What follows belongs to an exercise in optimizing a design on an open flow for small area, a short achievable clock period and few clock cycles; a production flow would make more cautious choices.
Only simulation tests tie the RTL to the original design; equivalence was not proved.
No activity file was given, so power comes from the tool's default toggle rates.

<file path="flow/config.mk">
export PLATFORM = sky130hd
export DESIGN_NAME = tsc2046_cfp
export DESIGN_NICKNAME = tsc2046_cfp
export VERILOG_FILES = /design/flow/design.v
export SDC_FILE = /design/flow/constraint.sdc
export NUM_CORES = 4
export LEC_CHECK = 0
export CAP_MARGIN = 20
export CORE_MARGIN = 2
export CORE_UTILIZATION = 40
export SLEW_MARGIN = 20
</file>
<file path="flow/standard.sh">
#!/bin/bash
# synth_recipe.tcl (not shown) runs the flow's synth.tcl, then flattens the netlist and writes it again
# the make line also repeats each setting of config.mk as NAME=value (left out here)
make -C /OpenROAD-flow-scripts/flow DESIGN_CONFIG=/design/flow/config.mk WORK_HOME=/design/flow/orfs CLKGATE_MAP_FILE= SYNTH_SCRIPT=/design/flow/synth_recipe.tcl "${@:-finish}"
</file>
<file path="flow/flow/run.sh">
#!/bin/bash
set -euo pipefail
bash standard.sh SETUP_SLACK_MARGIN=12.5 finish > make_finish.log 2>&1
</file>
<file path="flow/design.v">
module tsc2046_cfp (
    input  wire        clk,
    input  wire        rst,
    input  wire        cmd_valid,
    output wire        cmd_ready,
    input  wire [31:0] cmd,
    input  wire [31:0] din0,
    input  wire [31:0] din1,
    input  wire [31:0] din2,
    input  wire [31:0] din3,
    output reg         done,
    output wire [7:0]  status,
    output wire [31:0] dout0,
    output wire [31:0] dout1,
    output wire [31:0] dout2,
    output wire [31:0] dout3,
    output reg         bus_cs,
    output reg         bus_req,
    output reg  [7:0]  bus_cb,
    output reg         bus_mode,
    input  wire        bus_rsp,
    input  wire        bus_err,
    input  wire [31:0] bus_rdata
);
    localparam [2:0] ST_OK         = 3'd0;
    localparam [2:0] ST_ILLEGAL    = 3'd1;
    localparam [2:0] ST_NOT_CONFIG = 3'd2;
    localparam [2:0] ST_LOCKED     = 3'd3;
    localparam [2:0] ST_CFG_ERR    = 3'd4;
    localparam [2:0] ST_BUS_ERR    = 3'd5;
    localparam [2:0] OP_CONFIG   = 3'd1;
    localparam [2:0] OP_ENCODE   = 3'd2;
    localparam [2:0] OP_DECODE12 = 3'd3;
    localparam [2:0] OP_DECODE8  = 3'd4;
    localparam [2:0] OP_EXCHANGE = 3'd5;
    localparam [2:0] OP_SAMPLE   = 3'd6;
    localparam [2:0] OP_EVALUATE = 3'd7;
    localparam [3:0] S_IDLE  = 4'd0;
    localparam [3:0] S_EXEC  = 4'd1;    
    localparam [3:0] S_XFER  = 4'd2;    
    localparam [3:0] S_GAP   = 4'd3;    
    localparam [3:0] S_MD    = 4'd4;    
    localparam [3:0] S_ESET  = 4'd5;    
    localparam [3:0] S_EMUL1 = 4'd6;    
    localparam [3:0] S_ET2   = 4'd7;    
    localparam [3:0] S_ET4   = 4'd8;    
    localparam [3:0] S_EMUL2 = 4'd9;    
    localparam [3:0] S_EP    = 4'd10;   
    localparam [3:0] S_EFIN  = 4'd11;   
    function [32:0] padd;
        input [31:0] a, b;
        input        ci;
        reg   [31:0] g, p, gg, pp, c;
        integer      i, d;
        begin
            g = a & b;
            p = a ^ b;
            gg = g;
            gg[0] = g[0] | (p[0] & ci);
            pp = p;
            for (d = 1; d < 32; d = d * 2)
                for (i = 31; i >= d; i = i - 1) begin
                    gg[i] = gg[i] | (pp[i] & gg[i-d]);
                    pp[i] = pp[i] & pp[i-d];
                end
            c = {gg[30:0], ci};
            padd = {gg[31], p ^ c};
        end
    endfunction
    reg [3:0] state;
    reg       ready_r;
    assign cmd_ready = ready_r;
    reg [2:0]  st_r;
    reg [31:0] d0r;           
    reg [11:0] d1r;
    reg [19:0] d2r;           
    reg [30:0] d3r;
    assign status = {5'd0, st_r};
    assign dout0  = d0r;
    assign dout1  = {20'd0, d1r};
    assign dout2  = {12'd0, d2r};
    assign dout3  = {1'b0, d3r};
    reg [30:0] cfg_rx;
    reg [30:0] cfg_ceil;
    reg        cfg_settle;
    reg [4:0]  cfg_mask;
    reg        configured;
    reg        f_rxbad, f_cnt0, f_ceilbad;
    reg [2:0]  opr;
    reg        lg;            
    reg        dmy;           
    reg [7:0]  left;          
    wire [2:0] i_op = cmd[2:0];
    wire [2:0] i_ch = cmd[5:3];
    wire [7:0] i_n  = cmd[17:10];
    reg i_cmd_legal;
    always @* begin
        i_cmd_legal = 1'b0;
        if (cmd[31:18] == 14'd0) begin
            case (i_op)
                OP_CONFIG, OP_DECODE12, OP_DECODE8, OP_EVALUATE:
                    i_cmd_legal = (cmd[17:3] == 15'd0);
                OP_ENCODE, OP_EXCHANGE:
                    i_cmd_legal = (cmd[17:10] == 8'd0) && (i_ch <= 3'd4);
                OP_SAMPLE:
                    i_cmd_legal = (i_ch <= 3'd4);
                default:
                    i_cmd_legal = 1'b0;
            endcase
        end
    end
    reg i_din_legal;
    always @* begin
        case (i_op)
            OP_CONFIG:   i_din_legal = (din2[31:15] == 17'd0);
            OP_DECODE12: i_din_legal = (din0[31:8] == 24'd0) && (din1[31:8] == 24'd0);
            OP_DECODE8:  i_din_legal = (din0[31:8] == 24'd0);
            OP_EVALUATE: i_din_legal = (din0[31:12] == 20'd0) && (din1[31:12] == 20'd0) &&
                                       (din2[31:12] == 20'd0) && (din3[31:12] == 20'd0);
            default:     i_din_legal = 1'b1;
        endcase
    end
    wire i_legal = i_cmd_legal & i_din_legal;
    reg [2:0] i_chan;
    always @* begin
        case (i_ch)
            3'd0:    i_chan = 3'b001;    
            3'd1:    i_chan = 3'b101;    
            3'd2:    i_chan = 3'b011;    
            3'd3:    i_chan = 3'b100;    
            default: i_chan = 3'b110;    
        endcase
    end
    wire [7:0] i_cb = {1'b1, i_chan, cmd[6], cmd[7], cmd[9:8]};
    wire go_x = i_legal && (i_op == OP_EXCHANGE);
    wire go_s = i_legal && (i_op == OP_SAMPLE) && configured && (i_n != 8'd0);
    wire go_e = i_legal && (i_op == OP_EVALUATE) && configured && (din2[11:0] != 12'd0);
    wire [11:0] rsp_sample = bus_mode ? {4'd0, bus_rdata[7:0]} : bus_rdata[14:3];
    wire [32:0] acc_sum    = padd({12'd0, d2r}, {20'd0, rsp_sample}, 1'b0);
    reg  [11:0] dr;
    reg  [11:0] dv;
    reg  [13:0] dv3;
    reg  [2:0]  dcnt;
    reg         drun;
    reg  [11:0] q_r  [0:2];
    reg  [31:0] q_q  [0:2];
    reg  [13:0] q_t;
    reg  [32:0] q_s1, q_s2, q_s3;
    integer     qi;
    always @* begin
        q_r[0] = dr;
        q_q[0] = d0r;
        for (qi = 0; qi < 2; qi = qi + 1) begin
            q_t  = {q_r[qi], q_q[qi][31:30]};
            q_s1 = padd({18'd0, q_t}, ~{18'd0, 2'd0, dv}, 1'b1);
            q_s2 = padd({18'd0, q_t}, ~{18'd0, 1'd0, dv, 1'b0}, 1'b1);
            q_s3 = padd({18'd0, q_t}, ~{18'd0, dv3}, 1'b1);
            if (q_s3[32]) begin
                q_r[qi+1] = q_s3[11:0];
                q_q[qi+1] = {q_q[qi][29:0], 2'd3};
            end else if (q_s2[32]) begin
                q_r[qi+1] = q_s2[11:0];
                q_q[qi+1] = {q_q[qi][29:0], 2'd2};
            end else if (q_s1[32]) begin
                q_r[qi+1] = q_s1[11:0];
                q_q[qi+1] = {q_q[qi][29:0], 2'd1};
            end else begin
                q_r[qi+1] = q_t[11:0];
                q_q[qi+1] = {q_q[qi][29:0], 2'd0};
            end
        end
    end
    function [15:0] norm12;
        input [11:0] v;
        input        rot;
        reg   [11:0] w;
        reg   [3:0]  s;
        begin
            w = v;
            s = 4'd0;
            if (w[11:4] == 8'd0) begin w = rot ? {w[3:0], w[11:4]} : {w[3:0], 8'd0}; s[3] = 1'b1; end
            if (w[11:8] == 4'd0) begin w = rot ? {w[7:0], w[11:8]} : {w[7:0], 4'd0}; s[2] = 1'b1; end
            if (w[11:10] == 2'd0) begin w = rot ? {w[9:0], w[11:10]} : {w[9:0], 2'd0}; s[1] = 1'b1; end
            if (w[11] == 1'b0) begin w = rot ? {w[10:0], w[11]} : {w[10:0], 1'b0}; s[0] = 1'b1; end
            norm12 = {4'd11 - s, w};
        end
    endfunction
    wire [15:0] nx  = norm12(d1r, 1'b1);
    wire [15:0] nz1 = norm12(d3r[11:0], 1'b0);
    wire [15:0] nz2 = norm12(d3r[23:12], 1'b0);
    wire        x0  = (d1r == 12'd0);
    wire [32:0] n1x3 = padd({18'd0, 2'd0, nz1[11:0]}, {18'd0, 1'd0, nz1[11:0], 1'b0}, 1'b0);
    wire [32:0] dvx3 = padd({18'd0, 2'd0, dv}, {18'd0, 1'd0, dv, 1'b0}, 1'b0);
    wire [32:0] accn = padd({12'd0, d2r}, ~{12'd0, 13'd0, dv[7:1]}, 1'b1);    
    reg  [23:0] mhi, mb;
    reg  [2:0]  mcnt;
    reg  signed [10:0] eb;    
    reg  signed [5:0]  e3b;   
    reg         z2f;          
    reg         z4f;          
    reg         s4;           
    wire [23:0] rxa = {cfg_rx[30:23] != 8'd0, cfg_rx[22:0]};
    wire [7:0]  rxe = (cfg_rx[30:23] == 8'd0) ? 8'd1 : cfg_rx[30:23];
    reg  [23:0] um;
    reg         ug, us;
    reg  signed [10:0] ue;
    reg  [1:0]  uph;
    wire [23:0] ma = (state == S_EMUL2) ? um : rxa;
    wire [27:0] pp0 = {4'd0, ma} & {28{mb[0]}};
    wire [27:0] pp1 = {3'd0, ma, 1'b0} & {28{mb[1]}};
    wire [27:0] pp2 = {2'd0, ma, 2'b0} & {28{mb[2]}};
    wire [27:0] pp3 = {1'd0, ma, 3'b0} & {28{mb[3]}};
    wire [27:0] ph  = {4'd0, mhi};
    wire [27:0] cs1s = pp0 ^ pp1 ^ pp2;
    wire [27:0] cs1c = {((pp0 & pp1) | (pp0 & pp2) | (pp1 & pp2)), 1'b0};
    wire [27:0] cs2s = pp3 ^ ph ^ cs1s;
    wire [27:0] cs2c = {((pp3 & ph) | (pp3 & cs1s) | (ph & cs1s)), 1'b0};
    wire [27:0] cs3s = cs1c ^ cs2s ^ cs2c;
    wire [27:0] cs3c = {((cs1c & cs2s) | (cs1c & cs2c) | (cs2s & cs2c)), 1'b0};
    wire [32:0] mstep = padd({4'd0, cs3s}, {4'd0, cs3c}, 1'b0);
    wire signed [10:0] ew1 = $signed({3'd0, eb[7:0]}) + $signed({3'd0, rxe}) - 11'sd126;     
    wire signed [10:0] ew2 = eb + ue - 11'sd126;                                             
    wire signed [10:0] ew  = (state == S_EMUL2) ? ew2 : ew1;
    reg  signed [10:0] ewr, ewr_m1, qe0;
    reg         ewr_ge1, ewr_ge2;
    wire        wl   = !mhi[23] && ewr_ge2;
    wire [23:0] wm   = wl ? {mhi[22:0], mb[23]} : mhi;
    wire        wg   = wl ? mb[22] : mb[23];
    wire        ws   = wl ? (mb[21:0] != 22'd0) : (mb[22:0] != 23'd0);
    wire signed [10:0] we = wl ? ewr_m1 : ewr;
    wire        we_ge1 = wl ? ewr_ge2 : ewr_ge1;
    wire        ql   = d0r[27];
    wire [23:0] qm   = ql ? d0r[27:4] : d0r[26:3];
    wire        qg   = ql ? d0r[3] : d0r[2];
    wire        qs   = (ql ? (d0r[2:0] != 3'd0) : (d0r[1:0] != 2'd0)) | (dr != 12'd0);
    wire signed [10:0] qe = ql ? qe0 : qe0 - 11'sd1;
    reg  [23:0] rm;
    reg         rg, rs;
    wire        rsel_w = (uph == 2'd0);    
    always @* begin
        rm = rsel_w ? wm : qm;
        rg = rsel_w ? wg : qg;
        rs = rsel_w ? ws : qs;
    end
    wire        rinc = rg & (rs | rm[0]);
    wire [32:0] rsum = padd({8'd0, rm}, 32'd0, rinc);
    wire [23:0] dm   = {1'b0, um[23:1]};
    wire        dg   = um[0];
    wire        ds   = us | ug;
    wire        dinc = dg & (ds | dm[0]);
    wire [32:0] dsum = padd({8'd0, dm}, 32'd0, dinc);
    wire        t3ge1 = (ue >= 11'sd127);
    wire [3:0]  s3    = ue[3:0] - 4'd15;
    wire [23:0] one3  = 24'h800000 >> s3;
    wire [32:0] t4sum = padd({8'd0, t3ge1 ? um : ~um}, {8'd0, t3ge1 ? ~one3 : 24'd0}, 1'b1);
    wire [8:0]  pexp  = um[23] ? ue[8:0] : 9'd0;
    wire        pinf  = (ue > 11'sd254);
    wire [30:0] pbits = pinf ? {8'hFF, 23'd0} : {pexp[7:0], um[22:0]};
    wire [32:0] pcmp  = padd({1'b0, cfg_ceil}, ~{1'b0, pbits}, 1'b1);    
    wire        p_gt  = ~pcmp[32];
    wire        p_nz  = (um != 24'd0);
    always @(posedge clk) begin
        done    <= 1'b0;
        bus_req <= 1'b0;
        if (rst) begin
            state      <= S_IDLE;
            ready_r    <= 1'b1;
            st_r       <= ST_OK;
            d0r        <= 32'd0;
            d1r        <= 12'd0;
            d2r        <= 20'd0;
            d3r        <= 31'd0;
            bus_cs     <= 1'b0;
            cfg_settle <= 1'b1;
            cfg_mask   <= 5'b01111;
            configured <= 1'b0;
            drun       <= 1'b0;
        end else begin
            if (drun) begin
                dr   <= q_r[2];
                d0r  <= q_q[2];
                dcnt <= dcnt + 3'd1;
                if (dcnt == 3'd6) drun <= 1'b0;
            end
            case (state)
                S_IDLE: begin
                    opr      <= i_op;
                    lg       <= i_legal;
                    bus_cb   <= i_cb;
                    bus_mode <= cmd[6];
                    dmy      <= (i_op == OP_SAMPLE) & cfg_settle & cfg_mask[i_ch];
                    left     <= i_n;
                    dv       <= {4'd0, i_n};
                    st_r     <= ST_OK;
                    d0r      <= 32'd0;
                    d1r      <= din0[11:0];
                    d2r      <= {8'd0, din1[11:0]};
                    d3r      <= {7'd0, din3[11:0], din2[11:0]};
                    if (!configured && i_op == OP_CONFIG) begin
                        cfg_rx     <= din0[30:0];
                        cfg_ceil   <= din1[30:0];
                        cfg_settle <= din2[8];
                        cfg_mask   <= din2[13:9];
                        f_rxbad    <= (din0[30:23] == 8'hFF) | din0[31] | (din0[30:0] == 31'd0);
                        f_cnt0     <= (din2[7:0] == 8'd0);
                        f_ceilbad  <= (din1[30:23] == 8'hFF) | (din1[31] & (din1[30:0] != 31'd0));
                    end
                    if (i_op == OP_SAMPLE) begin
                        d1r <= 12'd0;
                        d2r <= {13'd0, i_n[7:1]};
                    end
                    if (cmd_valid) begin
                        ready_r <= 1'b0;
                        if (go_x | go_s) begin
                            state   <= S_XFER;
                            bus_cs  <= 1'b1;
                            bus_req <= 1'b1;
                        end else if (go_e)
                            state <= S_ESET;
                        else
                            state <= S_EXEC;
                    end
                end
                S_EXEC: begin
                    state   <= S_IDLE;
                    ready_r <= 1'b1;
                    done    <= 1'b1;
                    d1r     <= 12'd0;
                    d2r     <= 20'd0;
                    d3r     <= 31'd0;
                    if (!lg) begin
                        st_r <= ST_ILLEGAL;
                    end else begin
                        case (opr)
                            OP_CONFIG: begin
                                if (configured)
                                    st_r <= ST_LOCKED;
                                else if (f_rxbad) begin
                                    st_r <= ST_CFG_ERR;
                                    d0r  <= 32'd1;
                                end else if (f_cnt0) begin
                                    st_r <= ST_CFG_ERR;
                                    d0r  <= 32'd2;
                                end else if (f_ceilbad) begin
                                    st_r <= ST_CFG_ERR;
                                    d0r  <= 32'd3;
                                end else
                                    configured <= 1'b1;
                            end
                            OP_ENCODE:
                                d0r <= {24'd0, bus_cb};
                            OP_DECODE12:
                                d0r <= {20'd0, d1r[6:0], d2r[7:3]};
                            OP_DECODE8:
                                d0r <= {24'd0, d1r[7:0]};
                            OP_SAMPLE: begin
                                if (!configured)
                                    st_r <= ST_NOT_CONFIG;
                                else begin
                                    st_r <= ST_CFG_ERR;    
                                    d0r  <= 32'd2;
                                end
                            end
                            OP_EVALUATE: begin
                                if (!configured)
                                    st_r <= ST_NOT_CONFIG;
                            end
                            default: ;
                        endcase
                    end
                end
                S_XFER: begin
                    dv3 <= dvx3[13:0];
                    if (bus_rsp) begin
                        bus_cs <= 1'b0;
                        d1r    <= d1r + 12'd1;
                        if (bus_err) begin
                            state   <= S_IDLE;
                            ready_r <= 1'b1;
                            done    <= 1'b1;
                            st_r    <= ST_BUS_ERR;
                            d0r     <= bus_rdata;
                            d1r     <= 12'd0;
                            d2r     <= 20'd0;
                            d3r     <= 31'd0;
                        end else if (opr == OP_EXCHANGE) begin
                            state   <= S_IDLE;
                            ready_r <= 1'b1;
                            done    <= 1'b1;
                            d0r     <= {20'd0, rsp_sample};
                            d1r     <= {4'd0, bus_cb};
                            d2r     <= 20'd0;
                            d3r     <= 31'd0;
                        end else begin
                            dmy <= 1'b0;
                            if (!dmy) begin
                                d2r  <= acc_sum[19:0];
                                left <= left - 8'd1;
                            end
                            dr  <= {4'd0, acc_sum[19:12]};
                            d0r <= {acc_sum[11:0], 20'd0};
                            if (!dmy && left == 8'd1) begin
                                state <= S_MD;
                                dcnt  <= 3'd0;
                            end else
                                state <= S_GAP;
                        end
                    end
                end
                S_GAP: begin
                    state   <= S_XFER;
                    bus_cs  <= 1'b1;
                    bus_req <= 1'b1;
                end
                S_MD: begin
                    dr   <= q_r[2];
                    d0r  <= q_q[2];
                    dcnt <= dcnt + 3'd1;
                    d3r  <= 31'd0;
                    if (dcnt == 3'd0)
                        d2r <= accn[19:0];
                    if (dcnt == 3'd2) begin
                        state   <= S_IDLE;
                        ready_r <= 1'b1;
                        done    <= 1'b1;
                    end
                end
                S_ESET: begin
                    mb    <= {nx[11:0], nx[11:0]};
                    mhi   <= x0 ? 24'd0 : rxa;
                    eb    <= 11'sd115 + $signed({7'd0, nx[15:12]});
                    z2f   <= x0;
                    mcnt  <= 3'd0;
                    dr    <= {1'b0, nz2[11:1]};
                    d0r   <= {nz2[0], 31'd0};
                    dv    <= nz1[11:0];
                    dv3   <= n1x3[13:0];
                    dcnt  <= 3'd0;
                    drun  <= 1'b1;
                    e3b   <= $signed({2'd0, nz2[15:12]}) - $signed({2'd0, nz1[15:12]});
                    state <= S_EMUL1;
                end
                S_EMUL1: begin
                    ewr     <= ew;
                    ewr_m1  <= ew - 11'sd1;
                    ewr_ge1 <= (ew >= 11'sd1);
                    ewr_ge2 <= (ew >= 11'sd2);
                    qe0     <= 11'sd127 + $signed({{5{e3b[5]}}, e3b});
                    mhi  <= mstep[27:4];
                    mb   <= {mstep[3:0], mb[23:4]};
                    mcnt <= mcnt + 3'd1;
                    if (mcnt == 3'd5) begin
                        state <= S_ET2;
                        uph   <= 2'd0;
                    end
                end
                S_ET2: begin
                    case (uph)
                        2'd0: begin
                            if (we_ge1) begin
                                uph <= 2'd2;
                                ug  <= 1'b0;
                                us  <= 1'b0;
                                if (rsum[24]) begin
                                    um <= 24'h800000;
                                    ue <= we + 11'sd1;
                                end else begin
                                    um <= rsum[23:0];
                                    ue <= we;
                                end
                            end else begin
                                uph <= 2'd1;
                                um  <= wm;
                                ug  <= wg;
                                us  <= ws;
                                ue  <= we;
                            end
                        end
                        2'd1: begin
                            ue <= ue + 11'sd1;
                            if (ue == 11'sd0) begin
                                uph <= 2'd2;
                                um  <= dsum[23:0];
                                ug  <= 1'b0;
                                us  <= 1'b0;
                            end else begin
                                um <= dm;
                                ug <= dg;
                                us <= ds;
                            end
                        end
                        default: begin
                            if (um == 24'd0 || um[23]) begin
                                mb    <= um;
                                eb    <= ue;
                                z2f   <= z2f | (um == 24'd0);
                                uph   <= 2'd0;
                                state <= S_ET4;
                                if (d0r[27:26] == 2'd0) begin
                                    um  <= 24'h800000;
                                    ue  <= 11'sd127;
                                    s4  <= 1'b1;
                                    uph <= 2'd1;
                                end else if (rsum[24]) begin
                                    um <= 24'h800000;
                                    ue <= qe + 11'sd1;
                                end else begin
                                    um <= rsum[23:0];
                                    ue <= qe;
                                end
                            end else begin
                                um <= {um[22:0], 1'b0};
                                ue <= ue - 11'sd1;
                            end
                        end
                    endcase
                end
                S_ET4: begin
                    case (uph)
                        2'd0: begin
                            s4 <= !t3ge1;
                            um <= t4sum[23:0];
                            if (t3ge1 || ue == 11'sd126) begin
                                uph <= 2'd1;
                            end else begin
                                uph <= 2'd2;
                                ug  <= 1'b0;
                                us  <= 1'b0;
                            end
                        end
                        2'd1: begin
                            if (um == 24'd0 || um[23]) begin
                                z4f   <= (um == 24'd0);
                                mhi   <= 24'd0;
                                mcnt  <= 3'd0;
                                state <= S_EMUL2;
                            end else begin
                                um <= {um[22:0], 1'b0};
                                ue <= ue - 11'sd1;
                            end
                        end
                        default: begin
                            if (ue != 11'sd126) begin
                                um <= {1'b1, um[23:1]};
                                ug <= um[0];
                                us <= us | ug;
                                ue <= ue + 11'sd1;
                            end else begin
                                uph <= 2'd1;
                                ug  <= 1'b0;
                                us  <= 1'b0;
                                if (rsum_u[24]) begin
                                    um <= 24'h800000;
                                    ue <= 11'sd127;
                                end else
                                    um <= rsum_u[23:0];
                            end
                        end
                    endcase
                end
                S_EMUL2: begin
                    ewr     <= ew;
                    ewr_m1  <= ew - 11'sd1;
                    ewr_ge1 <= (ew >= 11'sd1);
                    ewr_ge2 <= (ew >= 11'sd2);
                    mhi  <= mstep[27:4];
                    mb   <= {mstep[3:0], mb[23:4]};
                    mcnt <= mcnt + 3'd1;
                    if (mcnt == 3'd5) begin
                        state <= S_EP;
                        uph   <= 2'd0;
                    end
                end
                S_EP: begin
                    case (uph)
                        2'd0: begin
                            ug <= 1'b0;
                            us <= 1'b0;
                            if (we_ge1) begin
                                state <= S_EFIN;
                                if (rsum[24]) begin
                                    um <= 24'h800000;
                                    ue <= we + 11'sd1;
                                end else begin
                                    um <= rsum[23:0];
                                    ue <= we;
                                end
                            end else begin
                                uph <= 2'd1;
                                um  <= wm;
                                ug  <= wg;
                                us  <= ws;
                                ue  <= we;
                            end
                        end
                        default: begin
                            ue <= ue + 11'sd1;
                            if (ue == 11'sd0) begin
                                state <= S_EFIN;
                                um    <= dsum[23:0];
                                ug    <= 1'b0;
                                us    <= 1'b0;
                            end else begin
                                um <= dm;
                                ug <= dg;
                                us <= ds;
                            end
                        end
                    endcase
                end
                S_EFIN: begin
                    state   <= S_IDLE;
                    ready_r <= 1'b1;
                    done    <= 1'b1;
                    if (z2f | z4f) begin
                        d0r <= 32'd1;
                        d3r <= 31'd0;
                    end else if ((s4 && p_nz) || p_gt) begin
                        d0r <= 32'd0;
                        d1r <= 12'd0;
                        d2r <= 20'd0;
                        d3r <= 31'd0;
                    end else begin
                        d0r <= 32'd1;
                        d3r <= pbits;
                    end
                end
                default: begin
                    state   <= S_IDLE;
                    ready_r <= 1'b1;
                end
            endcase
        end
    end
    wire        uinc   = ug & (us | um[0]);
    wire [32:0] rsum_u = padd({8'd0, um}, 32'd0, uinc);
endmodule
</file>
<file path="flow/constraint.sdc">
create_clock -name core_clock -period 18.0 [get_ports {clk}]
set_input_delay 3.6000 -clock core_clock [delete_from_list [all_inputs] [get_ports {clk}]]
set_output_delay 3.6000 -clock core_clock [all_outputs]
set_load 0.01 [all_outputs]
</file>
==> results of run 1 <==
where the power goes:
part           switching, uW  total [uW]  leakage (uW)  internal [uW]
Clock                    449        1070      0.000830            625
Sequential               239        1360       0.00339           1120
Combinational           2860        4890        0.0150           2020
Total                   3550        7320        0.0192           3770
through the flow:
step	total power (uW)	setup WS [ps]	instances	area (sq um)
floorplan	4130	11570	4805	39200
global placement	5430	10440	6169	43200
detailed placement	5430	10400	6169	43200
CTS	6750	12000	6375	47200
global route	7680	11960	6477	49000
finish	7320	12030	6477	49000
sequential cells by signal (all words and copies together), names as in the netlist, 11 cells and up:
register and count:
um 24, d0r 32, ue 11, dv 12
dr 12, d2r 20, d1r 12, mb 24
ewr 11, eb 11, d3r 31, cfg_rx 31
dv3 14, ewr_m1 11, mhi 24, cfg_ceil 31
final timing paths:
check,start,end,slack [ps],cells after the start
worst max-delay path,bus_rdata[7],dr[6],12030,13
worst max register to register,state[1],mhi[23],12310,27
worst min register to register,d3r[29],d3r[29],490,2
worst min-delay path,d3r[29],d3r[29],490,2
kinds of logic after synthesis:
group | after synthesis
AO/OA/AOI/OAI | 1348
XOR/XNOR | 293
adder cells (fa/ha/maj) | 354
buffers and inverters | 600
flip-flops | 381
multiplexers | 153
other | 2
AND/OR/NAND/NOR | 1637
cell usage in the layout (no fill, tap or decap), types with 47 or more instances in the layout:
master / instances
a211oi_1: 58
a21o_1: 66
a21oi_1: 289
a22oi_1: 74
a31oi_1: 62
buf_4: 253
clkbuf_16: 54
clkdlybuf4s50_1: 211
dfxtp_1: 80
edfxtp_1: 267
fa_1: 73
ha_1: 243
inv_1: 258
mux2i_1: 82
nand2_1: 493
nand2b_1: 80
nand3_1: 98
nor2_1: 401
nor2b_1: 110
nor3_1: 80
nor4_1: 47
o211ai_1: 48
o21ai_0: 261
xnor2_1: 195
xor2_1: 89
metal layers:
layer	track usage, %	routed length (microns)	part of all wire (%)
met5	0	199	0.11
met4	19.6	12700	7.1
met3	8.39	20100	11
met2	53.7	78200	44
met1	43.2	67300	38
critical path, cell delays in order:
cell and delay (ps):
dlygate4sd2_1 320, mux2_2 330, ha_4 290, a21boi_2 260
nor4_4 60, o31ai_2 190, buf_4 170, buf_6 100
a211oi_4 60, or3_4 420, xnor2_4 180, a222oi_1 260
nand3_1 130
repair_timing:
item	in CTS	in global routing
pin swaps	102	130
endpoints found under the hold margin	0	0
resized for setup	474	266
endpoints found under the setup margin	220	128
gates cloned	6	6
setup buffers	108	91
cell type report:
type	count	area (sq um)	area share (%)
flip-flops and latches	381	10400	21.1
repair buffers	617	5770	11.8
diodes	3	7.51	0.0153
clock inverters	21	279	0.569
inverters	281	1100	2.24
clock buffers	71	1430	2.91
multi-input cells	3827	28500	58.1
well taps	1276	1600	3.26
==> flow_metrics.env, run 1 <==
export IMPL_status="no timing/DRC/antenna violations"
export IMPL_clockBufferDepth=3
export IMPL_setup_violations=0
export IMPL_synth_top_family_by_area="compound AO/OA/AOI/OAI gates"
export IMPL_fin_nets=5708
export IMPL_startpoint_type="primary input"
export IMPL_final_setup_tns_ps=0
export IMPL_cts_hold_buf=0
export IMPL_post_synth_top_count_cell="nand2_1"
export IMPL_netlist_top_cells_count="506 x nand2_1, 419 x nor2_1, 319 x a21oi_1"
export IMPL_coreArea_sq_um=96300
export IMPL_cts_tree="done"
export IMPL_synth_cells=4768
export IMPL_dieArea_sq_um=99200
export IMPL_skew_ps=44.7
export IMPL_final_min_clock_period_ps=5970
export IMPL_vias_per_cell=6.35
export IMPL_first_global_vias=38400
export IMPL_synthTopCellsByArea="edfxtp_1 21%, ha_1 8.9%, dfxtp_1 5.9%, nand2_1 4.9%, xnor2_1 4.5%"
export IMPL_worst_ep_arrival_time_ps=6380
export IMPL_num_rows=114
export IMPL_io_pins=346
export IMPL_end_kind="flip-flop"
export IMPL_vias=41200
export IMPL_yosysTopAreaCellShare_pct=20.7
export IMPL_final_util_pct=50.9
export IMPL_vdd_ir_drop_max_v=0.000139
export IMPL_clk_pin_slew_worst_paths_ps=60
export IMPL_ys_ff_latch=381
export IMPL_synthArstFlopShare_pct=0
export IMPL_wirelength_microns=178000
export IMPL_die_h_microns=315
export IMPL_yosysTopAreaCell="edfxtp_1"
export IMPL_hp_class="reg -> reg"
export IMPL_drc=0
export IMPL_final_hold_viol_count=0
export IMPL_critPathRequiredTime_ps=18410
export IMPL_cts_max_level=2
export IMPL_rsz0062_at_grt="yes"
export IMPL_antenna_found_initial=9
export IMPL_drtPass1Iterations=7
export IMPL_yosysSeqAreaShare_pct=26.6
export IMPL_cts_buffers=49
export IMPL_fmax_mhz=168
export IMPL_maxCapViolations=0
export IMPL_synthAdderAreaFrac_pct=13.0
export IMPL_grt_start_max_net_pins=57
export IMPL_die_x_microns=315
export IMPL_max_slew_margin_pct=21.5
export IMPL_worstMarginPinSlew_ps=1170
export IMPL_period_share_pct=33.1
export IMPL_yosysUniqueCellTypes=91
export IMPL_drive_gt1_share_pct=16.8
export IMPL_synthSimpleGateAreaFrac_pct=20.2
export IMPL_place_gp_congestion=1.01
export IMPL_synth_edff_count=267
export IMPL_initial_core_util_pct=40.2
export IMPL_synth_area_sq_um=38700
export IMPL_synthXorXnorAreaFrac_pct=6.64
export IMPL_synthMuxAreaShare_pct=4.17
export IMPL_drtIter0Drc=5092
export IMPL_clockRootBuffer="clkbuf_16"
export IMPL_power_leakage_uw=0.0192
export IMPL_clock_latency_ps=670
export IMPL_drv_slew=0
export IMPL_synth_ff_type="edfxtp_1"
export IMPL_wl_per_cell_microns=27.6
export IMPL_powerDensity_nw_per_um2=149
export IMPL_overflow=0
export IMPL_fillerInstances=9149
export IMPL_gr_usage_all_layers_pct=34.3
export IMPL_avgSynthCellArea_sq_um=8.11
export IMPL_ys_warnings_count=3
export IMPL_clock_sinks=381
export IMPL_dp_hpwl_microns=130000
export IMPL_grt_first_pass_wirelength_microns=254000
export IMPL_syn_to_final_growth_pct=26.8
export IMPL_io_buffers=306
export IMPL_holdWs_ps=495
export IMPL_ant_nets=0
export IMPL_worstSetupPathType="in -> reg"
export IMPL_synth_compound_area_share_pct=23.1
export IMPL_cp_max_fo=4
Testbench counts, summed over its fixed seeds: cycles 12,684.
==> run 2: changes to the inputs <==
--- a/flow/design.v
+++ b/flow/design.v
@@ -132,8 +132,10 @@
         endcase
     end
     wire [7:0] i_cb = {1'b1, i_chan, cmd[6], cmd[7], cmd[9:8]};
-    wire go_x = i_legal && (i_op == OP_EXCHANGE);
-    wire go_s = i_legal && (i_op == OP_SAMPLE) && configured && (i_n != 8'd0);
+    wire i_hi0 = (cmd[31:18] == 14'd0);
+    wire i_chok = !i_ch[2] || (i_ch[1:0] == 2'd0);
+    wire go_x = i_hi0 && (i_op == OP_EXCHANGE) && i_chok && (i_n == 8'd0);
+    wire go_s = i_hi0 && (i_op == OP_SAMPLE) && i_chok && configured && (i_n != 8'd0);
     wire go_e = i_legal && (i_op == OP_EVALUATE) && configured && (din2[11:0] != 12'd0);
     wire [11:0] rsp_sample = bus_mode ? {4'd0, bus_rdata[7:0]} : bus_rdata[14:3];
     wire [32:0] acc_sum    = padd({12'd0, d2r}, {20'd0, rsp_sample}, 1'b0);
@@ -147,11 +149,18 @@
     reg  [13:0] q_t;
     reg  [32:0] q_s1, q_s2, q_s3;
     integer     qi;
+    reg  [2:0]  mdph;         
+    wire        mdn = ~|mdph;
+    wire [1:0]  q_in [0:1];
+    assign q_in[0] = ({2{mdn}} & d0r[31:30]) | ({2{mdph[0]}} & d2r[11:10]) |
+                     ({2{mdph[1]}} & d2r[7:6]) | ({2{mdph[2]}} & d2r[3:2]);
+    assign q_in[1] = ({2{mdn}} & d0r[29:28]) | ({2{mdph[0]}} & d2r[9:8]) |
+                     ({2{mdph[1]}} & d2r[5:4]) | ({2{mdph[2]}} & d2r[1:0]);
     always @* begin
         q_r[0] = dr;
         q_q[0] = d0r;
         for (qi = 0; qi < 2; qi = qi + 1) begin
-            q_t  = {q_r[qi], q_q[qi][31:30]};
+            q_t  = {q_r[qi], q_in[qi]};
             q_s1 = padd({18'd0, q_t}, ~{18'd0, 2'd0, dv}, 1'b1);
             q_s2 = padd({18'd0, q_t}, ~{18'd0, 1'd0, dv, 1'b0}, 1'b1);
             q_s3 = padd({18'd0, q_t}, ~{18'd0, dv3}, 1'b1);
@@ -205,7 +214,8 @@
     reg         ug, us;
     reg  signed [10:0] ue;
     reg  [1:0]  uph;
-    wire [23:0] ma = (state == S_EMUL2) ? um : rxa;
+    reg         m2;           
+    wire [23:0] ma = m2 ? um : rxa;
     wire [27:0] pp0 = {4'd0, ma} & {28{mb[0]}};
     wire [27:0] pp1 = {3'd0, ma, 1'b0} & {28{mb[1]}};
     wire [27:0] pp2 = {2'd0, ma, 2'b0} & {28{mb[2]}};
@@ -221,38 +231,49 @@
     wire signed [10:0] ew1 = $signed({3'd0, eb[7:0]}) + $signed({3'd0, rxe}) - 11'sd126;     
     wire signed [10:0] ew2 = eb + ue - 11'sd126;                                             
     wire signed [10:0] ew  = (state == S_EMUL2) ? ew2 : ew1;
-    reg  signed [10:0] ewr, ewr_m1, qe0;
+    reg  signed [10:0] ewr;
     reg         ewr_ge1, ewr_ge2;
     wire        wl   = !mhi[23] && ewr_ge2;
     wire [23:0] wm   = wl ? {mhi[22:0], mb[23]} : mhi;
     wire        wg   = wl ? mb[22] : mb[23];
     wire        ws   = wl ? (mb[21:0] != 22'd0) : (mb[22:0] != 23'd0);
-    wire signed [10:0] we = wl ? ewr_m1 : ewr;
+    wire signed [10:0] we = wl ? ewr - 11'sd1 : ewr;
     wire        we_ge1 = wl ? ewr_ge2 : ewr_ge1;
     wire        ql   = d0r[27];
     wire [23:0] qm   = ql ? d0r[27:4] : d0r[26:3];
     wire        qg   = ql ? d0r[3] : d0r[2];
     wire        qs   = (ql ? (d0r[2:0] != 3'd0) : (d0r[1:0] != 2'd0)) | (dr != 12'd0);
-    wire signed [10:0] qe = ql ? qe0 : qe0 - 11'sd1;
-    reg  [23:0] rm;
-    reg         rg, rs;
-    wire        rsel_w = (uph == 2'd0);    
-    always @* begin
-        rm = rsel_w ? wm : qm;
-        rg = rsel_w ? wg : qg;
-        rs = rsel_w ? ws : qs;
-    end
-    wire        rinc = rg & (rs | rm[0]);
-    wire [32:0] rsum = padd({8'd0, rm}, 32'd0, rinc);
+    wire signed [10:0] qe = 11'sd127 + $signed({{5{e3b[5]}}, e3b}) - $signed({10'd0, ~ql});
     wire [23:0] dm   = {1'b0, um[23:1]};
     wire        dg   = um[0];
     wire        ds   = us | ug;
-    wire        dinc = dg & (ds | dm[0]);
-    wire [32:0] dsum = padd({8'd0, dm}, 32'd0, dinc);
     wire        t3ge1 = (ue >= 11'sd127);
     wire [3:0]  s3    = ue[3:0] - 4'd15;
     wire [23:0] one3  = 24'h800000 >> s3;
-    wire [32:0] t4sum = padd({8'd0, t3ge1 ? um : ~um}, {8'd0, t3ge1 ? ~one3 : 24'd0}, 1'b1);
+    wire        in_ep  = (state == S_EP);
+    wire        a_win  = (state == S_ET2 || in_ep) && (uph == 2'd0);
+    wire        a_den  = (state == S_ET2 || in_ep) && (uph == 2'd1);
+    wire        a_quo  = (state == S_ET2) && (uph == 2'd2);
+    wire        a_t4   = (state == S_ET4) && (uph == 2'd0);
+    reg  [23:0] ax, ay;
+    reg         ag, as_;
+    always @* begin
+        ay = 24'd0;
+        if (a_win) begin
+            ax = wm; ag = wg; as_ = ws;
+        end else if (a_den) begin
+            ax = dm; ag = dg; as_ = ds;
+        end else if (a_quo) begin
+            ax = qm; ag = qg; as_ = qs;
+        end else if (a_t4) begin
+            ax = t3ge1 ? um : ~um; ay = t3ge1 ? ~one3 : 24'd0; ag = 1'b1; as_ = 1'b1;
+        end else begin
+            ax = um; ag = ug; as_ = us;
+        end
+    end
+    wire        acin = a_t4 ? 1'b1 : (ag & (as_ | ax[0]));
+    wire [32:0] asum = padd({8'd0, ax}, {8'd0, ay}, acin);
+    wire [32:0] rsum = asum, dsum = asum, rsum_u = asum, t4sum = asum;
     wire [8:0]  pexp  = um[23] ? ue[8:0] : 9'd0;
     wire        pinf  = (ue > 11'sd254);
     wire [30:0] pbits = pinf ? {8'hFF, 23'd0} : {pexp[7:0], um[22:0]};
@@ -275,7 +296,9 @@
             cfg_mask   <= 5'b01111;
             configured <= 1'b0;
             drun       <= 1'b0;
+            mdph       <= 3'd0;
         end else begin
+            mdph <= {mdph[1:0], 1'b0};
             if (drun) begin
                 dr   <= q_r[2];
                 d0r  <= q_q[2];
@@ -398,10 +421,10 @@
                                 left <= left - 8'd1;
                             end
                             dr  <= {4'd0, acc_sum[19:12]};
-                            d0r <= {acc_sum[11:0], 20'd0};
                             if (!dmy && left == 8'd1) begin
                                 state <= S_MD;
                                 dcnt  <= 3'd0;
+                                mdph  <= 3'b001;
                             end else
                                 state <= S_GAP;
                         end
@@ -417,9 +440,8 @@
                     d0r  <= q_q[2];
                     dcnt <= dcnt + 3'd1;
                     d3r  <= 31'd0;
-                    if (dcnt == 3'd0)
-                        d2r <= accn[19:0];
                     if (dcnt == 3'd2) begin
+                        d2r     <= accn[19:0];
                         state   <= S_IDLE;
                         ready_r <= 1'b1;
                         done    <= 1'b1;
@@ -427,6 +449,7 @@
                 end
                 S_ESET: begin
                     mb    <= {nx[11:0], nx[11:0]};
+                    m2    <= 1'b0;
                     mhi   <= x0 ? 24'd0 : rxa;
                     eb    <= 11'sd115 + $signed({7'd0, nx[15:12]});
                     z2f   <= x0;
@@ -442,10 +465,8 @@
                 end
                 S_EMUL1: begin
                     ewr     <= ew;
-                    ewr_m1  <= ew - 11'sd1;
                     ewr_ge1 <= (ew >= 11'sd1);
                     ewr_ge2 <= (ew >= 11'sd2);
-                    qe0     <= 11'sd127 + $signed({{5{e3b[5]}}, e3b});
                     mhi  <= mstep[27:4];
                     mb   <= {mstep[3:0], mb[23:4]};
                     mcnt <= mcnt + 3'd1;
@@ -531,6 +552,7 @@
                         2'd1: begin
                             if (um == 24'd0 || um[23]) begin
                                 z4f   <= (um == 24'd0);
+                                m2    <= 1'b1;
                                 mhi   <= 24'd0;
                                 mcnt  <= 3'd0;
                                 state <= S_EMUL2;
@@ -560,7 +582,6 @@
                 end
                 S_EMUL2: begin
                     ewr     <= ew;
-                    ewr_m1  <= ew - 11'sd1;
                     ewr_ge1 <= (ew >= 11'sd1);
                     ewr_ge2 <= (ew >= 11'sd2);
                     mhi  <= mstep[27:4];
@@ -632,6 +653,4 @@
             endcase
         end
     end
-    wire        uinc   = ug & (us | um[0]);
-    wire [32:0] rsum_u = padd({8'd0, um}, 32'd0, uinc);
 endmodule
==> flow/flow/run.sh (replaced) <==
#!/bin/bash
set -euo pipefail
bash standard.sh SETUP_SLACK_MARGIN=12.0 finish > make_finish.log 2>&1
==> run 2 against run 1 <==
Compared with the run above: cell count down 4.9%; die area fell by 3.8%; critical endpoint is now dr[0]; area after synthesis is 3.9% lower; critical path type unchanged; power down 59%; still clean.
==> flow_metrics.env, run 2 <==
export IMPL_status="no timing/DRC/antenna violations"
export IMPL_worstMarginPinSlew_ps=1140
export IMPL_drtPass1Iterations=10
export IMPL_num_rows=111
export IMPL_drc=0
export IMPL_clockRootBuffer="clkbuf_16"
export IMPL_synth_edff_count=249
export IMPL_cts_hold_buf=0
export IMPL_final_hold_viol_count=0
export IMPL_swShare_pct=35.4
export IMPL_drv_slew=0
export IMPL_critPathRequiredTime_ps=18340
export IMPL_dieArea_sq_um=95400
export IMPL_cp_cell_sequence="clkdlybuf4s15_1 > mux2_2 > ha_2 > a21oi_2 > nor2b_2 > nor4_4 > a211oi_2 > buf_4 > buf_4 > nor3_1 > xnor2_1 > a21oi_1 > o221a_1 > a21oi_1"
export IMPL_worst_ep_arrival_time_ps=6500
export IMPL_period_share_pct=34.2
export IMPL_critical_path_top_delay_family="compound AO/OA/AOI/OAI gates"
export IMPL_netlist_top_cells_count="443 x nor2_1, 432 x nand2_1, 382 x a21oi_1"
export IMPL_initial_core_util_pct=40.4
export IMPL_overflow=0
export IMPL_final_setup_tns_ps=0
export IMPL_yosysTopAreaCellShare_pct=20.1
export IMPL_synth_area_sq_um=37200
export IMPL_rsz0062_at_grt="yes"
export IMPL_p_comb_share_pct=32.4
export IMPL_gr_usage_all_layers_pct=34.6
export IMPL_setup_violations=0
export IMPL_fillerInstances=9099
export IMPL_clockBufferDepth=3
export IMPL_place_gp_congestion=0.998
export IMPL_final_cell_mix="431 x nor2_1, 426 x nand2_1, 353 x a21oi_1, 307 x o21ai_0, 290 x clkdlybuf4s50_1"
export IMPL_ys_warnings_count=3
export IMPL_first_global_vias=36300
export IMPL_power_leakage_uw=0.0179
export IMPL_coreArea_sq_um=91900
export IMPL_cts_max_level=2
export IMPL_drive_gt1_share_pct=11.6
export IMPL_cts_buffers=48
export IMPL_ys_ff_latch=366
export IMPL_cp_slowest_cell="a21oi_1"
export IMPL_worst_path_buf_inv=3
export IMPL_avgSynthCellArea_sq_um=8.09
export IMPL_syn_to_final_growth_pct=21.5
export IMPL_cell_internal_pwr_uw=1960
export IMPL_synthTopCellsByArea="edfxtp_1 20%, ha_1 9.2%, dfxtp_1 6.3%, a21oi_1 5.1%, nor2_1 4.5%"
export IMPL_cp_max_fo=3
export IMPL_synth_ff_type="edfxtp_1"
export IMPL_worstSetupPathType="in -> reg"
export IMPL_drtIter0Drc=5470
export IMPL_clock_latency_ps=640
export IMPL_wirelength_microns=171000
export IMPL_end_kind="flip-flop"
export IMPL_dp_hpwl_microns=127000
export IMPL_yosysSeqAreaShare_pct=26.4
export IMPL_fmax_mhz=162
export IMPL_ant_nets=0
export IMPL_power_frac_seq_pct=32.4
export IMPL_startpoint_type="primary input"
export IMPL_skew_ps=27.2
export IMPL_die_x_microns=309
export IMPL_clkPwrFrac_pct=35.1
export IMPL_grt_start_max_net_pins=66
export IMPL_vias=39100
export IMPL_largest_register="d0r"
export IMPL_p_sw_uw=1080
export IMPL_clock_sinks=366
export IMPL_powerDensity_nw_per_um2=67.3
export IMPL_antenna_found_initial=5
export IMPL_fin_nets=5430
export IMPL_yosysTopAreaCell="edfxtp_1"
export IMPL_cts_tree="done"
export IMPL_synth_cells=4593
export IMPL_io_buffers=306
export IMPL_clk_pin_slew_worst_paths_ps=70
export IMPL_holdWs_ps=461
export IMPL_synthArstFlopShare_pct=0
export IMPL_vias_per_cell=6.35
export IMPL_wl_per_cell_microns=27.7
export IMPL_die_h_microns=309
export IMPL_hp_class="reg -> reg"
export IMPL_yosysUniqueCellTypes=98
export IMPL_final_min_clock_period_ps=6160
export IMPL_vdd_ir_drop_max_v=0.0000673
export IMPL_largest_reg_flops=32
export IMPL_max_slew_margin_pct=23.6
export IMPL_final_common_cell="nor2_1"
export IMPL_grt_first_pass_wirelength_microns=245000
export IMPL_io_pins=346
export IMPL_post_synth_top_count_cell="nor2_1"
export IMPL_critPathMaxStageDelay_ps=370
export IMPL_maxCapViolations=0
run 2: area by class of cell:
type,instances,area [sq um],share of cell area (%)
sequential,366,9840,21.8
timing repair buffer,505,4670,10.3
clock inverter,33,409,0.906
tap,1243,1560,3.44
multi-input combinational,3680,26400,58.4
antenna,3,7.51,0.0166
inverter,276,1040,2.31
clock buffer,55,1280,2.83
run 2: timing repair:
| item | 4_1_cts | 5_1_grt |
|---|---|---|
| cloned | 2 | 1 |
| setup endpoints to repair | 128 | 122 |
| pin swaps | 34 | 47 |
| resized for setup | 165 | 125 |
| setup buffers | 62 | 39 |
run 2: final timing paths:
kind / startpoint / end / slack (ps) / cells past startpoint
worst max register to register: state[0] / ue[6] / 12070 / 21
worst min-delay path: st_r[1] / st_r[1] / 460 / 2
worst min register to register: st_r[1] / st_r[1] / 460 / 2
worst max-delay path: bus_rdata[7] / dr[0] / 11840 / 14
run 2: cell families after synthesis:
kind of cell	synth area share, %
flip-flops	26.4
buffers and inverters	6.40
AND/OR/NAND/NOR	18.9
other	0.0202
AO/OA/AOI/OAI	24.8
multiplexers	4.54
XOR/XNOR	5.21
adder cells (fa/ha/maj)	13.7
run 2: worst reg2reg max path: stages (launching register included):
cell       delay [ps]
dfxtp_2           570
nand2_1           310
nor2_4            340
buf_4             420
o21ai_2            80
buf_4             250
o22ai_1           230
o2bb2ai_2         110
fa_2              420
fa_2              430
nand2b_1          170
a21boi_2          200
o21ai_2           110
a211oi_4          310
nor3_4            100
o31ai_4           290
buf_12            170
nand2_1            90
nor3b_2           220
maj3_1            210
a21oi_1            80
or4_1             530
run 2: per-stage QoR:
stage / cells / cell area, sq um / power [uW] / setup slack, ps / utilization (%)
finish: 6161 / 45200 / 3040 / 11840 / 49.1
global route: 6158 / 45200 / 3140 / 11840 / 49.1
CTS: 6118 / 44200 / 2970 / 11960 / 48.1
detailed placement: 5966 / 41500 / 1860 / 10480 / 45.1
global placement: 5966 / 41500 / 1860 / 10270 / 45.1
floorplan: 4630 / 37400 / 1550 / 11670 / -
run 2: metal layers:
| metal | vias to the layer above | global-route usage [%] | routed length, microns |
|---|---|---|---|
| met1 | 18600 | 46.1 | 68300 |
| li1 | 17400 | - | - |
| met5 | - | 0 | 63 |
| met2 | 2585 | 50.5 | 71200 |
| met4 | 8 | 20.4 | 11400 |
| met3 | 566 | 8.61 | 19900 |
run 2: power by group through the flow:
stage | Combinational, uW | Clock (uW) | Sequential (uW)
after floorplan | 577 | 0 | 973
after global placement | 857 | 0 | 1000
after detailed placement | 860 | 0 | 1000
after CTS | 914 | 1070 | 983
after global routing | 1060 | 1100 | 986
final | 986 | 1070 | 986
Testbench counts of run 2, summed over its fixed seeds: cycles 12,684.
==> run 3: changes to the inputs <==
==> flow/flow/run.sh (replaced) <==
#!/bin/bash
set -euo pipefail
bash standard.sh SETUP_SLACK_MARGIN=12.5 finish > make_finish.log 2>&1
==> run 3 against run 2 <==
Compared with the run above: clock skew increased by 10 ps; highest routed layer unchanged; cell count increased by 1.5%; die area unchanged; first-iteration DRC count decreased by 3.5%; still clean; critical path type unchanged; sequential power about the same; synthesized cell count unchanged; core utilization increased by 2.3 points; design area increased by 4.7%.
==> flow_metrics.env, run 3 <==
export IMPL_status="no timing/DRC/antenna violations"
export IMPL_cts_tree="done"
export IMPL_p_sw_uw=1090
export IMPL_rr_endpoint="dr[7]"
export IMPL_final_hold_viol_count=0
export IMPL_dp_hpwl_microns=128000
export IMPL_grt_first_pass_wirelength_microns=250000
export IMPL_drc=0
export IMPL_finalPower_uw=3090
export IMPL_hold_path_cell_count=2
export IMPL_worstSetupPathType="in -> reg"
export IMPL_r2r_setup_slack_ps=12310
export IMPL_cts_buffers=47
export IMPL_clockBufferDepth=3
export IMPL_crit_top_cell="o21ai_2"
export IMPL_reg2regPathDepth=24
export IMPL_period_share_pct=34.5
export IMPL_yosysTopAreaCell="edfxtp_1"
export IMPL_ant_nets=0
export IMPL_critPathRequiredTime_ps=18380
export IMPL_dieArea_sq_um=95400
export IMPL_max_slew_margin_pct=18.3
export IMPL_swShare_pct=35.2
export IMPL_place_gp_congestion=1.03
export IMPL_synthSimpleGateAreaFrac_pct=18.9
export IMPL_ys_ff_latch=366
export IMPL_clkPwrFrac_pct=33.8
export IMPL_drv_slew=0
export IMPL_cp_cell_sequence="clkdlybuf4s15_2 > mux2_4 > ha_4 > nor2b_4 > o21ai_2 > a21boi_2 > o21ai_2 > a211oi_4 > o311ai_2 > xor2_1 > a21oi_2 > or3_4 > a21o_1 > a22o_1"
export IMPL_fmax_mhz=161
export IMPL_die_h_microns=309
export IMPL_gr_usage_all_layers_pct=35.3
export IMPL_vias_per_cell=6.35
export IMPL_final_cell_mix="418 x nor2_1, 416 x nand2_1, 342 x a21oi_1, 289 x o21ai_0, 265 x inv_1"
export IMPL_post_synth_top_count_cell="nor2_1"
export IMPL_synthMuxAreaShare_pct=4.54
export IMPL_setup_violations=0
export IMPL_first_global_vias=36900
export IMPL_wirelength_microns=174000
export IMPL_final_setup_tns_ps=0
export IMPL_cell_internal_pwr_uw=2000
export IMPL_drtIter0Drc=5281
export IMPL_p_comb_share_pct=34.4
export IMPL_maxCapViolations=0
export IMPL_die_x_microns=309
export IMPL_drtPass1Iterations=9
export IMPL_multiInputGateArea_sq_um=27600
export IMPL_synthTopCellsByArea="edfxtp_1 20%, ha_1 9.2%, dfxtp_1 6.3%, a21oi_1 5.1%, nor2_1 4.5%"
export IMPL_final_common_cell="nor2_1"
export IMPL_critPathMaxStageDelay_ps=360
export IMPL_seqCellArea_sq_um=9890
export IMPL_yosysTopAreaCellShare_pct=20.1
export IMPL_synthArstFlopShare_pct=0
export IMPL_io_buffers=306
export IMPL_vdd_ir_drop_max_v=0.0000761
export IMPL_powerDensity_nw_per_um2=65.3
export IMPL_io_pins=346
export IMPL_avgSynthCellArea_sq_um=8.09
export IMPL_netlist_top_cells_count="443 x nor2_1, 432 x nand2_1, 382 x a21oi_1"
export IMPL_worst_path_buf_inv=1
export IMPL_synth_ff_type="edfxtp_1"
export IMPL_startpoint_type="primary input"
export IMPL_end_kind="flip-flop"
export IMPL_final_min_clock_period_ps=6210
export IMPL_largest_register="d0r"
export IMPL_synth_cells=4593
export IMPL_synth_edff_count=249
export IMPL_drive_gt1_share_pct=16.8
export IMPL_reg2reg_from="mdph[1]"
export IMPL_cp_max_fo=3
export IMPL_hp_class="reg -> reg"
export IMPL_grt_start_max_net_pins=66
export IMPL_worstMarginPinSlew_ps=1230
export IMPL_fillerInstances=8747
export IMPL_coreArea_sq_um=91900
export IMPL_worst_ep_arrival_time_ps=6590
export IMPL_power_leakage_uw=0.0190
export IMPL_overflow=0
export IMPL_rsz0062_at_grt="yes"
export IMPL_power_frac_seq_pct=31.9
export IMPL_clock_sinks=366
export IMPL_cp_slowest_cell="or3_4"
export IMPL_clock_latency_ps=650
export IMPL_synth_compound_area_share_pct=24.8
export IMPL_final_util_pct=51.4
export IMPL_skew_ps=37.7
export IMPL_clk_pin_slew_worst_paths_ps=60
export IMPL_wl_per_cell_microns=27.9
export IMPL_antenna_found_initial=5
export IMPL_whs_endpoint="cfg_mask[2]"
export IMPL_synthXorXnorAreaFrac_pct=5.21
export IMPL_synth_area_sq_um=37200
export IMPL_vias=39700
export IMPL_yosysUniqueCellTypes=98
export IMPL_fin_nets=5521
export IMPL_syn_to_final_growth_pct=27.2
export IMPL_ys_warnings_count=3
export IMPL_synthAdderAreaFrac_pct=13.7
export IMPL_synth_top_family_by_area="compound AO/OA/AOI/OAI gates"
export IMPL_yosysSeqAreaShare_pct=26.4
export IMPL_num_rows=111
export IMPL_largest_reg_flops=32
export IMPL_clockRootBuffer="clkbuf_16"
export IMPL_initial_core_util_pct=40.4
export IMPL_hold_start="cfg_mask[2]"
export IMPL_cts_max_level=2
export IMPL_critical_path_top_delay_family="compound AO/OA/AOI/OAI gates"
## run 3: cell count changes in the layout (fill, tap and decap cells not counted), moves of 18 or more
| cell | before | now |
|---|---|---|
| dfxtp_1 | 106 | 76 |
| dfxtp_2 | 10 | 34 |
| o21ai_0 | 307 | 289 |
| buf_6 | 4 | 23 |
| clkdlybuf4s50_1 | 290 | 239 |
| dlymetal6s2s_1 | 1 | 34 |
| buf_4 | 189 | 255 |
| ha_1 | 262 | 243 |
## run 3: worst register-to-register path: stages (launching register included)
cell	delay (ps)
dfxtp_4	360
nor2_4	120
nand2_1	80
o21ai_2	170
a21oi_4	90
ha_4	200
fa_2	370
nand2b_4	170
a21oi_4	200
o21ai_4	110
o211ai_1	230
o2111ai_2	200
a31oi_4	350
ha_1	340
o21a_1	210
o31a_1	150
o22ai_2	220
o21ai_2	100
a221o_2	410
a311oi_4	280
nand2_2	150
mux2i_2	200
o31ai_2	310
mux2i_1	130
a211o_1	310
## run 3: how the worst max path moves through the flow
stage,startpoint,end,slack [ps],cells after the start
floorplan,bus_rdata[3],dr[6],11670,15
global placement,bus_rdata[5],dr[6],10650,14
detailed placement,bus_rdata[5],dr[6],10650,14
CTS,bus_rdata[0],dr[6],11910,16
global route,bus_rdata[3],dr[6],11720,16
finish,bus_rdata[2],dr[6],11790,14
## run 3: area by class of cell
class | count | share of cell area, %
Inverter | 276 | 2.22
Tap cell | 1243 | 3.29
Sequential cell | 366 | 20.9
Antenna cell | 4 | 0.0212
Clock buffer | 57 | 2.65
Multi-Input combinational cell | 3680 | 58.3
Timing Repair Buffer | 597 | 11.8
Clock inverter | 31 | 0.868
## run 3: power by group through the flow
stage	Combinational (uW)	Clock [uW]	Sequential (uW)
floorplan	581	0	973
global placement	858	0	1000
detailed placement	856	0	1000
CTS	931	1050	983
global route	1130	1080	984
finish	1060	1040	985
## run 3: repair_timing
action | CTS | global route
buffers inserted | 110 | 81
setup endpoints to repair | 177 | 212
gates resized for setup | 338 | 316
endpoints found under the hold margin | 0 | 0
pin swaps | 82 | 150
hold buffers | 0 | 0
cloned | 5 | 0
## run 3: cell families (layout without fill, tap and decap cells)
| logic type | after synthesis | in the layout |
|---|---|---|
| buf+inv | 585 | 961 |
| simple gates | 1487 | 1488 |
| flops | 366 | 366 |
| mux | 162 | 162 |
| fa+ha+maj | 357 | 357 |
| xor+xnor | 221 | 221 |
| compound gates | 1413 | 1413 |
| other cells | 2 | 43 |
## run 3: metrics by stage
step	hold WS, ps	setup slack, ps	instances	cell area [sq um]
2_1_floorplan	439	11670	4630	37600
5_1_grt	499	11720	6250	47300
3_5_place_dp	452	10650	5965	41600
6_report	471	11790	6254	47300
4_1_cts	468	11910	6168	45500
3_3_place_gp	456	10650	5965	41600
## run 3: layer usage
layer / part of all wire [%] / vias to the layer above / GRT usage, %
li1: - / 17600 / -
met2: 43 / 2680 / 54.2
met3: 11 / 551 / 8.69
met4: 5.8 / 10 / 17.2
met5: 0.093 / - / 0
met1: 39 / 18900 / 46.4

-- static timing again, ports no longer ideal --
No port has a modelled driver above. Below, the same layouts with a new extraction and two added sets of constraints. Step 1: set_driving_cell puts a clkbuf_16 on clk and a buf_2 on each other input, an assumption about the parent block. Step 2, shift: input delay + t, output delay - t, t = (earliest + latest rising clock arrival at the registers) / 2. This alone moves slack from input paths to output paths. a / b / c = ideal ports / drivers / drivers and shift; a / b = the first two.
run	shift t [ns]	slack for setup (ns)	clock arrival spread, ns	worst slew at a driven data input, ns
run 1	0.722	12.034 / 12.080 / 11.359	0.051 / 0.051	0.11
run 2	0.704	11.843 / 11.887 / 11.183	0.028 / 0.027	0.08
run 3	0.696	11.790 / 11.815 / 11.119	0.038 / 0.038	0.07
After both steps setup and hold are still met in every run listed. For run 1, which loses most, drivers alone change the setup slack by +0.046 ns; drivers and shift together by -0.675 ns.
